What follows belongs to an exercise in optimizing a design on an open flow for small area, a short achievable clock period and few clock cycles; a production flow would make more cautious choices. Function was checked by simulation only, so behaviour that the tests miss may differ from the original.

==> flow/design.v <==
module bqfp_frame_parser (
    input  wire       clk,
    input  wire       rst,         
    input  wire       in_valid,
    input  wire [7:0] in_data,
    output wire       in_ready,
    output wire       out_valid,
    output wire [7:0] out_data,
    output wire       out_last,
    input  wire       out_ready
);
    localparam integer N  = 253;           
    localparam integer VQ = 16;            
    localparam integer VW = 4;             
    localparam [2:0] ST_P1  = 3'd0,    
                     ST_P2  = 3'd1,    
                     ST_P3  = 3'd2,    
                     ST_CMD = 3'd3,    
                     ST_LEN = 3'd4,    
                     ST_CP  = 3'd5,    
                     ST_ER  = 3'd6;    
    localparam [7:0] PREAMBLE_1 = 8'h03;
    localparam [7:0] PREAMBLE_2 = 8'hAF;
    localparam [7:0] PREAMBLE_3 = 8'hEF;
    reg  [9*N-1:0] cv;
    wire [8:0]     s0   = cv[8:0];
    wire [8:0]     stap = cv[9*(N-1)-1 -: 9];    
    wire [8:0]     send = cv[9*N-1 -: 9];        
    reg        rdy_r;       
    reg        took_r;      
    reg        rc;          
    reg        rcx;         
    reg        hv;          
    reg  [7:0] hd;
    reg        warm;        
    wire take = in_valid && rdy_r;
    assign in_ready = rdy_r;
    reg  [8:0] s0_next;
    reg        hv_next;
    reg  [7:0] hd_next;
    always @(*) begin
        hv_next = hv;
        hd_next = hd;
        if (rc) begin
            if (hv) begin
                s0_next = {1'b1, hd};
                hd_next = send[7:0];
            end else if (rcx) begin
                s0_next = 9'd0;
                hv_next = 1'b1;
                hd_next = send[7:0];
            end else begin
                s0_next = {1'b1, send[7:0]};
            end
        end else if (hv) begin
            s0_next = {1'b1, hd};
            hv_next = 1'b0;
        end else begin
            s0_next = {take, in_data};
        end
        if (rst) begin
            s0_next[8] = 1'b0;
            hv_next    = 1'b0;
        end
    end
    always @(posedge clk) begin
        cv <= {cv[9*(N-1)-1:0], s0_next};
        hd <= hd_next;
    end
    reg [2:0] ws;
    reg [7:0] wcs;
    reg [7:0] wrem;
    reg       vpush;
    reg       vbit;
    wire [7:0] wd = in_data;           
    wire [7:0] wcs_next = wcs ^ wd;
    always @(*) begin
        vpush = 1'b0;
        vbit  = 1'b0;
        if (take) begin
            if (ws == ST_LEN && wd < 8'd6) begin
                vpush = 1'b1;
            end
            if (ws == ST_CP && wrem == 8'd6) begin
                vpush = 1'b1;
                vbit  = (wcs_next == 8'h00);
            end
        end
    end
    always @(posedge clk) begin
        if (rst) begin
            ws <= ST_P1;
        end else if (take) begin
            case (ws)
                ST_P1, ST_ER: if (wd == PREAMBLE_1) ws <= ST_P2;
                              else ws <= ST_ER;
                ST_P2:  ws <= (wd == PREAMBLE_2) ? ST_P3 : ST_ER;
                ST_P3:  ws <= (wd == PREAMBLE_3) ? ST_CMD : ST_ER;
                ST_CMD: ws <= ST_LEN;
                ST_LEN: ws <= (wd >= 8'd6) ? ST_CP : ST_ER;
                ST_CP:  if (wrem == 8'd6) ws <= ST_P1;
                default: ws <= ST_P1;
            endcase
        end
    end
    always @(posedge clk) begin
        if (take) begin
            case (ws)
                ST_P3:  wcs <= PREAMBLE_1 ^ PREAMBLE_2 ^ PREAMBLE_3;
                ST_CMD: wcs <= wcs_next;
                ST_LEN: begin wcs <= wcs_next; wrem <= wd; end
                ST_CP:  begin wcs <= wcs_next; wrem <= wrem - 8'd1; end
                default: ;
            endcase
        end
    end
    reg  [VQ-1:0] vq;
    reg  [VW-1:0] vq_wp, vq_rp;
    reg  [VW:0]   vq_n;
    wire          vq_head = vq[vq_rp];
    wire          vq_any;
    wire          vpop;
    reg           vq_ne;         
    assign vq_any = vq_ne;
    reg           vpush_r;
    always @(posedge clk) begin
        if (vpush) vq[vq_wp] <= vbit;
        if (rst) begin
            vpush_r <= 1'b0;
            vq_wp <= 0;
            vq_rp <= 0;
            vq_n  <= 0;
            vq_ne <= 1'b0;
        end else begin
            vpush_r <= vpush;
            if (vpush_r) vq_wp <= vq_wp + 1'b1;
            if (vpop)  vq_rp <= vq_rp + 1'b1;
            if (vpush_r && !vpop)      vq_n <= vq_n + 1'b1;
            else if (vpop && !vpush_r) vq_n <= vq_n - 1'b1;
            vq_ne <= vpop ? (vq_n > 1 || (vq_n == 1 && vpush_r) || vpush)
                          : (vq_ne || vpush);
        end
    end
    reg r_p1, r_p2, r_p3, r_cmd, r_len, r_cp, r_er;
    reg [7:0] rrem;
    reg       rok;
    reg       ov;  reg [7:0] od;  reg ol;
    reg [7:0] odp; reg olp;
    reg       q1v; reg [7:0] q1d; reg q1l;
    wire       tv = stap[8] && warm;
    wire [7:0] td = stap[7:0];
    wire [7:0] tpre = cv[9*(N-2)-2 -: 8];       
    reg        t03, tAF, tEF, tlt6;
    always @(posedge clk) begin
        t03  <= (tpre == PREAMBLE_1);
        tAF  <= (tpre == PREAMBLE_2);
        tEF  <= (tpre == PREAMBLE_3);
        tlt6 <= (tpre < 8'd6);
    end
    wire silent = (r_p1 && t03) || r_er || (r_p2 && tAF) || (r_p3 && tEF) ||
                  (r_cp && !rok);
    wire       err2 = (r_p1 && !t03) || (r_p2 && !tAF) || (r_p3 && !tEF);
    wire can  = (silent || (err2 ? (!ov || (!q1v && out_ready))
                                 : (!q1v || out_ready))) &&
                (!r_cmd || vq_any);
    reg  fm;                                
    reg  [7:0] nu;                          
    reg  [7:0] nd;                          
    wire cons = tv && !fm && can;           
    wire fail = tv && !fm && !can;
    wire pass = tv && fm;
    wire rc_next = tv && (fm || !can);
    assign vpop = cons && r_cmd;
    wire [1:0] ne   = r_p1 ? 2'd0 : r_p2 ? 2'd1 : 2'd2;
    wire       rlast = (rrem == 8'd6);
    reg  [7:0] nb0;
    reg        nl0;
    always @(*) begin
        nb0 = 8'hFF; nl0 = 1'b0;
        if (r_cmd) begin
            nb0 = vq_head ? 8'h00 : 8'hFF;
        end else if (r_len) begin
            if (tlt6)     begin nb0 = 8'hFC; nl0 = 1'b1; end
            else if (rok) begin nb0 = td; end
            else          begin nb0 = 8'hFB; nl0 = 1'b1; end
        end else if (r_cp) begin
            nb0 = td; nl0 = rlast;
        end
    end
    wire       ndz_fm  = (took_r == pass) ? (nd == 8'd0) : (pass && nd == 8'd1);
    wire       fm_next = fm ? !ndz_fm : fail;
    wire pop  = ov && out_ready;
    wire push = cons && !silent;
    wire       a0v = pop ? q1v : ov;
    wire [7:0] a0d = pop ? q1d : od;
    wire       a0l = pop ? q1l : ol;
    wire       a1v = pop ? 1'b0 : q1v;
    always @(posedge clk) begin
        if (push && !a0v) begin
            odp <= nb0; olp <= nl0;
        end else begin
            odp <= a0d; olp <= a0l;
        end
    end
    always @(posedge clk) begin
        if (rst) begin
            ov <= 1'b0; q1v <= 1'b0;
        end else begin
            if (push && !a0v) begin
                ov <= 1'b1; od <= nb0; ol <= nl0;
            end else begin
                ov <= a0v; od <= a0d; ol <= a0l;
            end
            if (push && a0v) begin
                q1v <= 1'b1; q1d <= nb0; q1l <= nl0;
            end else if (push && err2) begin
                q1v <= 1'b1; q1d <= ~{6'd0, ne}; q1l <= 1'b1;
            end else begin
                q1v <= a1v;
            end
        end
    end
    always @(posedge clk) begin
        if (rst) begin
            r_p1 <= 1'b1; r_p2 <= 1'b0; r_p3 <= 1'b0; r_cmd <= 1'b0;
            r_len <= 1'b0; r_cp <= 1'b0; r_er <= 1'b0;
        end else if (cons) begin
            r_p2  <= (r_p1 || r_er) && t03;
            r_p3  <= r_p2 && tAF;
            r_cmd <= r_p3 && tEF;
            r_len <= r_cmd;
            r_cp  <= (r_len && !tlt6) || (r_cp && !rlast);
            r_p1  <= r_cp && rlast;
            r_er  <= err2 || (r_len && tlt6) || (r_er && !t03);
        end
    end
    always @(posedge clk) begin
        if (cons) begin
            if (r_cmd) rok <= vq_head;
            if (r_len) rrem <= td;
            if (r_cp)  rrem <= rrem - 8'd1;
        end
    end
    always @(posedge clk) begin
        if (rst) begin
            warm     <= 1'b0;
            took_r   <= 1'b0;
            rc       <= 1'b0;
            rcx      <= 1'b0;
            hv       <= 1'b0;
            fm       <= 1'b0;
            nu       <= 8'd0;
            nd       <= 8'd0;
            rdy_r    <= 1'b1;
        end else begin
            if (!warm && nd == N - 3) warm <= 1'b1;
            took_r <= take;
            rc     <= rc_next;
            rcx    <= fail;
            hv     <= hv_next;
            fm     <= fm_next;
            nd     <= !warm ? nd + 1'b1 :
                      fm ? (nd + took_r - pass) : (nu + took_r - 1'b1);
            nu     <= cons ? nu + took_r - 1'b1 : nu + took_r;
            rdy_r  <= !rc_next && !(fm && !ndz_fm) && !hv_next &&
                      (vq_n <= VQ - 1);
        end
    end
    assign out_valid = ov;
    assign out_data  = odp;
    assign out_last  = olp;
endmodule
export LEC_CHECK = 0
export ABC_AREA = 1
export ABC_CLOCK_PERIOD_IN_PS = 2500
export CAP_MARGIN = 20
export CORE_MARGIN = 2
export CORE_UTILIZATION = 70
export CTS_CLUSTER_DIAMETER = 60
export CTS_CLUSTER_SIZE = 20
export SETUP_SLACK_MARGIN = 4.5
export SLEW_MARGIN = 20
create_clock -name core_clock -period 7.0 [get_ports {clk}]
run.sh (not shown) runs the stock make flow with config.mk's settings and CLKGATE_MAP_FILE= SYNTH_SCRIPT=/design/flow/synth_recipe.tcl, a recipe that flattens the netlist after the stock synthesis.
Testbench counts at the start, summed over its fixed seeds: cycles 82,043.
Edit:
--- a/flow/config.mk
+++ b/flow/config.mk
@@ -8 +7,0 @@
-export ABC_AREA = 1
The changed run completed without violations.
Clock-buffer cell count goes up by 3.
Synthesized area stays flat.
Via count decreases by 8.4%.
Critical path depth is lower by 8.
Final cell count fell by 2.9%.
Clock skew is lower by 0.021 ns.
Die area stays flat.
Maximum frequency went up by 18%.
Setup slack gets better by 0.48 ns.
Worst hold slack gets better by 0.0099 ns.
Edit:
--- a/flow/config.mk
+++ b/flow/config.mk
@@ -8 +8 @@
-export ABC_CLOCK_PERIOD_IN_PS = 2500
+export ABC_AREA = 1
=> Setup slack gets worse by 0.48 ns. Sequential cell count does not change. Hold slack loses 0.0099 ns. Wire length climbs by 27%. Maximum frequency goes down by 15%. Core utilization is lower by 0.42 points.

[afterwards: timing with drivers on the ports]
The flow's constraints put no driver on any port. The routed layouts listed below were extracted and timed again, unchanged, in two steps.
Step 1 (the two cells are an assumption about what drives the block):
set clk [get_ports {clk}]
set_driving_cell -lib_cell sky130_fd_sc_hd__clkbuf_16 $clk
set_driving_cell -lib_cell sky130_fd_sc_hd__buf_2 [delete_from_list [all_inputs] $clk]
Step 2 also shifts input and output timing later by t, the mid clock arrival at the registers, as if the neighbouring blocks saw the same clock.
a / b / c = no drivers / after step 1 / after step 2; a / b = the first two.
run | t (ns) | setup slack, ns | worst setup path after step 2 | worst register clock-pin slew, ns | worst slew at a driven data input, ns
the first run | 0.820 | 3.912 / 3.954 / 3.136 | input to register | 0.13 / 0.13 | 0.07
the second run | 0.792 | 4.388 / 4.320 / 3.646 | input to register | 0.09 / 0.09 | 0.14
the third run | 0.820 | 3.912 / 3.954 / 3.136 | input to register | 0.13 / 0.13 | 0.07
After both steps setup and hold are still met in every run listed.
